From an optimization exercise on the open Yosys and OpenROAD flow, aimed at small area; shortcuts taken in it are not production practice. Only simulation tests tie the RTL to the original design; equivalence was not proved. Power and IR drop assume default switching activity.

==> inputs of v21 <==
Design stepgen, start of the top module:
module stepgen (
    input             clk,
    input             rst_n,
    input             h_req,
    input             h_we,
    input      [11:0] h_addr,
    input      [31:0] h_wdata,
    output            h_ready,
    output reg        h_rvalid,
    output reg [31:0] h_rdata,
    output     [2:0]  step,
    output     [2:0]  dir,
    output            en,
    output            pins_oe,
    output     [15:0] spindle_pwm,
    output            spindle_we,
    output            probe_poll
);
    localparam N_SEG = 10;
    localparam N_BLK = 9;
    localparam [1:0] S_IDLE  = 2'd0;
    localparam [1:0] S_WAKE  = 2'd1;
    localparam [1:0] S_HOLD  = 2'd2;
    localparam [1:0] S_DWELL = 2'd3;
    reg [15:0] step_count;
    reg [3:0]  exec_blk;
    reg        blk_valid, seg_valid;
    reg [2:0]  outbits;
    reg [2:0]  dir_q;
    reg [3:0]  head, tail;
    reg        f_cycle_stop, f_err_full, f_err_cmd, f_err_bus, f_fault;
    reg [2:0]  set_step_inv, set_dir_inv;
    reg [1:0]  set_flags;
    reg [7:0]  set_idle_lock;
    reg        sys_homing, sys_probe;
    reg [2:0]  sys_hlock;
    reg [2:0]  step_inv, dir_inv;
    reg [15:0] tcnt, arr;
    reg        run;
  ...
export LEC_CHECK = 0
export CAP_MARGIN = 10
export CORE_MARGIN = 2
export CORE_UTILIZATION = 60
export CTS_BUF_LIST = sky130_fd_sc_hd__clkbuf_16
export CTS_CLUSTER_DIAMETER = 100
export CTS_CLUSTER_SIZE = 20
export GPL_TIMING_DRIVEN = 0
export PLACE_DENSITY = 0.7
export SLEW_MARGIN = 10
create_clock -name core_clock -period 15.0 [get_ports {clk}]
standard.sh (not shown) runs the stock make flow with config.mk's settings and CLKGATE_MAP_FILE= SYNTH_SCRIPT=/design/flow/synth_recipe.tcl, a recipe that flattens the netlist after the stock synthesis.
==> flow/flow/run.sh <==
#!/bin/bash
# Own flow: the standard layout, except that the synthesis maps the logic with an
# area-oriented ABC script (flow/abc_area.script) instead of ORFS's speed script.
# Registers, names, and every other synthesis step are the standard ones.
set -euo pipefail
W=$(pwd)
cat > "$W/my_synth.tcl" <<EOT
proc abc {args} {
  set i [lsearch -exact \$args -script]
  if {\$i >= 0} { set args [lreplace \$args [expr {\$i+1}] [expr {\$i+1}] $W/flow/abc_area.script] }
  puts "own flow abc: \$args"
  yosys abc {*}\$args
}
source $W/synth_recipe.tcl
EOT
sed "s#SYNTH_SCRIPT=[^ ]*#SYNTH_SCRIPT=$W/my_synth.tcl#" standard.sh > "$W/my_standard.sh"
grep -q "SYNTH_SCRIPT=$W/my_synth.tcl" "$W/my_standard.sh"
bash "$W/my_standard.sh" > "$W/flow_make.log" 2>&1
==> flow/flow/abc_area.script <==
strash
dch -f
amap -m
topo
==> inputs of v38, as changes to v21 <==
--- a/flow/design.v
+++ b/flow/design.v
@@ -1,50 +1,47 @@
 module stepgen_axis (
     input             clk,
     input             rst_n,
     input             tick,        
     input             load,        
-    input             nbind,       
+    input             nbind,        
     input      [31:0] sec,         
     input      [31:0] st,          
     input      [3:0]  amass,
-    input             ph2,         
-    input      [31:0] sec_q,       
-    input             dir,         
+    input             dir,
     input             move,        
-    output            stp,         
-    output     [31:0] pos          
+    output            stp,
+    output     [31:0] pos
 );
     reg [31:0] counter, steps, pos_q;
+    assign pos = pos_q;
     wire [31:0] steff = load ? (st >> amass) : steps;
     wire [31:0] cbase = nbind ? (sec >> 1) : counter;
     wire [31:0] sum   = cbase + steff;
-    wire [32:0] dif   = {1'b0, counter} - {1'b0, sec_q};
-    assign stp = !dif[32] && (dif[31:0] != 32'd0);
+    wire [32:0] dif   = {1'b0, sum} + {1'b0, ~sec} + 33'd1;
+    assign stp = dif[32] && (dif[31:0] != 32'd0);
+    wire [31:0] cnext = stp ? dif[31:0] : sum;
     wire [31:0] pc;
     assign pc[0] = 1'b1;
     genvar g;
     generate for (g = 1; g < 32; g = g + 1) begin : pcg
         assign pc[g] = pc[g-1] & (pos_q[g-1] ^ dir);
     end endgenerate
-    wire pmove = ph2 && stp && move;
-    assign pos = pos_q ^ (pc & {32{pmove}});
     always @(posedge clk) begin
         if (tick) begin
-            counter <= sum;
+            counter <= cnext;
             if (load) steps <= steff;
-        end else if (ph2 && stp)
-            counter <= dif[31:0];
+        end
     end
     always @(posedge clk) begin
         if (!rst_n)
             pos_q <= 32'd0;
-        else
-            pos_q <= pos;
+        else if (tick && stp && move)
+            pos_q <= pos_q ^ pc;
     end
 endmodule
 module stepgen_ring (
     input             clk,
     input      [3:0]  widx,
     input             we0,
     input             we1,
     input      [31:0] wdata,
@@ -163,19 +160,19 @@
     assign en          = en_q;
     assign pins_oe     = pins_driven;
     assign spindle_pwm = spindle_q;
     assign spindle_we  = spindle_we_q;
     assign probe_poll  = probe_q;
     wire [17:0] arr_x3 = {1'b0, arr, 1'b0} + {2'b0, arr};
     wire [15:0] ccr    = arr_x3[17:2];
     wire [15:0] tcnt_inc = tcnt + 16'd1;
-    wire hit_ccr = (tcnt_inc == ccr);
-    reg  tick_q;
-    wire tick_ev   = tick_q;
+    wire hit_arr = (tcnt_inc == arr) && (tcnt != 16'hFFFF);
+    wire hit_ccr = (tcnt_inc == ccr) && (tcnt != 16'hFFFF);
+    wire tick_ev   = run && hit_arr;
     wire preset_ev = run && hit_ccr;
     wire busy = (state != S_IDLE);
     assign h_ready = !busy && !tick_ev && !preset_ev;
     wire acc = h_req && h_ready;
     wire [15:0] wcnt = h_rdata[15:0];
     wire wdone = (wcnt == 16'h0100);
     wire hold_end = (state == S_HOLD) && hit_ccr;
     wire        aligned  = (h_addr[1:0] == 2'b00);
@@ -233,37 +230,24 @@
     stepgen_pool u_pool (
         .clk(clk), .we(wr && pool_hit), .wb(pb), .ww(pool_w), .wdata(h_wdata),
         .ridx(tick_ev ? bidx : pb), .psec(psec), .pst0(pst0), .pst1(pst1), .pst2(pst2),
         .pflg(pflg), .aidx(exec_blk), .adj(cur_adj));
     wire [2:0] bdir = pflg[2:0];
     wire [15:0] arr_new = (t_cpt < 16'd4) ? 16'd4 : t_cpt;
     wire normal = tick_ev && !(load && (empty || badidx));
     wire do_bind = load && newblk;
-    reg        ph2;
-    wire [31:0] sec_q = h_rdata;
-    reg [2:0]  bdir_q;
-    reg        move_q;
-    always @(posedge clk) begin
-        if (normal) begin
-            bdir_q <= bdir;
-            move_q <= !t_bl;
-        end
-    end
     wire stp0, stp1, stp2;
     wire [31:0] pos0, pos1, pos2;
     stepgen_axis u_ax0 (.clk(clk), .rst_n(rst_n), .tick(normal), .load(load), .nbind(do_bind),
-        .sec(psec), .st(pst0), .amass(t_amass), .ph2(ph2), .sec_q(sec_q), .dir(bdir_q[0]),
-        .move(move_q), .stp(stp0), .pos(pos0));
+        .sec(psec), .st(pst0), .amass(t_amass), .dir(bdir[0]), .move(!t_bl), .stp(stp0), .pos(pos0));
     stepgen_axis u_ax1 (.clk(clk), .rst_n(rst_n), .tick(normal), .load(load), .nbind(do_bind),
-        .sec(psec), .st(pst1), .amass(t_amass), .ph2(ph2), .sec_q(sec_q), .dir(bdir_q[1]),
-        .move(move_q), .stp(stp1), .pos(pos1));
+        .sec(psec), .st(pst1), .amass(t_amass), .dir(bdir[1]), .move(!t_bl), .stp(stp1), .pos(pos1));
     stepgen_axis u_ax2 (.clk(clk), .rst_n(rst_n), .tick(normal), .load(load), .nbind(do_bind),
-        .sec(psec), .st(pst2), .amass(t_amass), .ph2(ph2), .sec_q(sec_q), .dir(bdir_q[2]),
-        .move(move_q), .stp(stp2), .pos(pos2));
+        .sec(psec), .st(pst2), .amass(t_amass), .dir(bdir[2]), .move(!t_bl), .stp(stp2), .pos(pos2));
     wire [2:0] stp_bits = {stp2, stp1, stp0};
     wire [2:0] out_next = sys_homing ? (stp_bits & sys_hlock) : stp_bits;
     wire [15:0] sc      = load ? t_nstep : step_count;
     wire [15:0] sc_next = sc - 16'd1;
     wire        retire  = (sc_next == 16'd0);
     reg [31:0] pword;
     always @(*) begin
         case (pool_w)
@@ -305,45 +289,34 @@
     wire c_init    = (h_wdata == 32'h00000001);
     wire c_wake    = (h_wdata == 32'h00000002);
     wire c_disable = ((h_wdata & 32'hFFFFFEFF) == 32'h00000003);
     wire c_reset   = (h_wdata == 32'h00000004);
     wire c_genmask = (h_wdata == 32'h00000005);
     wire c_publish = (h_wdata == 32'h00000006);
     wire c_ovr     = h_wdata[8];
     wire w_cmd = wr && r_cmd;
-    wire [15:0] tcnt_inc2 = {tcnt[15:1] + 15'd1, tcnt[0]};
-    wire stop_cmd = w_cmd && (c_init || c_reset || c_disable);
-    always @(posedge clk) begin
-        if (!rst_n)
-            tick_q <= 1'b0;
-        else
-            tick_q <= run && !tick_ev && (tcnt_inc2 == arr) && !stop_cmd;
-    end
     wire        idle_keep = (set_idle_lock == 8'hFF);
     wire        dwell_req = !idle_keep && !sys_homing;
     wire        dwell_go  = dwell_req && (set_idle_lock != 8'd0);
     wire [7:0] w_hi = wcnt[15:8];
     wire [7:0] w_lo = wcnt[7:0];
     wire [15:0] wdec = (w_lo == 8'd0) ? {w_hi - 8'd1, 8'd239} : {w_hi, w_lo - 8'd1};
     wire ld_wake  = w_cmd && c_wake && !f_fault && !run;
     wire ld_dwell = (w_cmd && c_disable && dwell_go) || (hold_end && !pend && dwell_go);
     always @(posedge clk) begin
-        if (normal)
-            h_rdata <= psec;
-        else if (ld_wake)
+        if (ld_wake)
             h_rdata[15:0] <= {8'd10, 8'd239};
         else if (ld_dwell)
             h_rdata[15:0] <= {set_idle_lock, 8'd239};
         else if (busy)
             h_rdata[15:0] <= wdec;
         else
             h_rdata[15:0] <= rd_val[15:0];
-        if (!normal)
-            h_rdata[31:16] <= rd_val[31:16];
+        h_rdata[31:16] <= rd_val[31:16];
     end
     always @(posedge clk) begin
         if (normal) begin
             step_count <= sc_next;
             if (do_bind) exec_blk <= t_blk[3:0];
         end
     end
     integer k;
@@ -357,24 +330,21 @@
             set_step_inv <= 3'd0; set_dir_inv <= 3'd0; set_flags <= 2'd0;
             set_idle_lock <= 8'd0;
             sys_homing <= 1'b0; sys_probe <= 1'b0; sys_hlock <= 3'd0;
             step_inv <= 3'd0; dir_inv <= 3'd0;
             tcnt <= 16'd0; arr <= 16'd4; run <= 1'b0;
             step_q <= 3'd0; en_q <= 1'b1; drv_en <= 1'b0; pins_driven <= 1'b0;
             spindle_q <= 16'd0; spindle_we_q <= 1'b0; probe_q <= 1'b0;
             state <= S_IDLE; pend <= 1'b0;
-            h_rvalid <= 1'b0; ph2 <= 1'b0;
+            h_rvalid <= 1'b0;
         end else begin
             spindle_we_q <= 1'b0;
             probe_q      <= 1'b0;
             h_rvalid     <= 1'b0;
-            ph2          <= normal;
-            if (ph2)
-                outbits <= out_next;
             if (run || state == S_HOLD) begin
                 if (tick_ev || hold_end)
                     tcnt <= 16'd0;
                 else
                     tcnt <= tcnt_inc;
             end
             if (preset_ev)
                 step_q <= step_inv;
@@ -397,16 +367,17 @@
                         arr <= arr_new;
                         if (newblk) begin
                             blk_valid <= 1'b1;
                             dir_q     <= bdir ^ dir_inv;
                         end
                         spindle_q    <= t_pwm;
                         spindle_we_q <= 1'b1;
                     end
+                    outbits <= out_next;
                     probe_q <= sys_probe;
                     if (retire) begin
                         seg_valid <= 1'b0;
                         tail <= tail_inc;
                     end
                 end
             end
             case (state)
==> flow/run.sh (new file) <==
#!/bin/bash
# synth_recipe.tcl (not shown) runs the flow's synth.tcl, then flattens the netlist and writes it again
# the make line also repeats each setting of config.mk as NAME=value (left out here)
make -C /OpenROAD-flow-scripts/flow DESIGN_CONFIG=/design/flow/config.mk WORK_HOME=/design/flow/orfs CLKGATE_MAP_FILE= SYNTH_SCRIPT=/design/flow/synth_recipe.tcl finish
==> flow/config.mk (replaced) <==
export PLATFORM = sky130hd
export DESIGN_NAME = stepgen
export DESIGN_NICKNAME = stepgen
export VERILOG_FILES = /design/flow/design.v
export SDC_FILE = /design/flow/constraint.sdc
export NUM_CORES = 4
export LEC_CHECK = 0
export CAP_MARGIN = 15
export CORE_MARGIN = 2
export CORE_UTILIZATION = 45
export CTS_BUF_LIST = sky130_fd_sc_hd__clkbuf_8
export PLACE_DENSITY = 0.55
export SLEW_MARGIN = 15
removed: flow/flow/run.sh
removed: flow/flow/abc_area.script
removed: flow/standard.sh
==> comparison <==
- Sequential share of layout area: v21 is higher than v38 (5.2 points).
- Between v21 and v38, the lower cell count is in v21 (gap 17%, measured against v38).
- Sequential cell count: v21 is higher than v38 (6).
- Against v38, the clock power of v21 is smaller by about 27%.
- Against v21, the utilization of v38 is lower by 17 points.
- Against v21, the sequential power of v38 is higher by about 1%.
- In v38 the synthesized area is larger than in v21, by 7.7%.

==> what the ideal ports hide <==
The results above use ideal ports. As a check the final layouts listed here were re-extracted and re-timed, cells and wires unchanged. Step 1 sets driving cells, clkbuf_16 on the clock port and buf_2 on the other inputs (assumed; they add their load-dependent delay and slew). Step 2 also shifts input and output timing later by t, the mid clock arrival at the registers, as if the neighbouring blocks saw the same clock. Three values: no drivers, after step 1, after step 2; two values: the first two.
| run | t (ns) | slack for setup (ns) | latest minus earliest clock arrival (ns) | slew at the worst register clock pin (ns) |
|---|---|---|---|---|
| v21 | 0.899 | 0.507 / 0.506 / -0.394 | 0.052 / 0.053 | 0.11 / 0.11 |
| v38 | 1.165 | 0.463 / 0.463 / -0.461 | 0.120 / 0.120 | 0.07 / 0.07 |
With both steps, setup timing fails in v21 and v38, where it was met with ideal ports. The setup slack of v38, which loses most, moves by 0.000 ns with the drivers and by -0.924 ns with both steps.
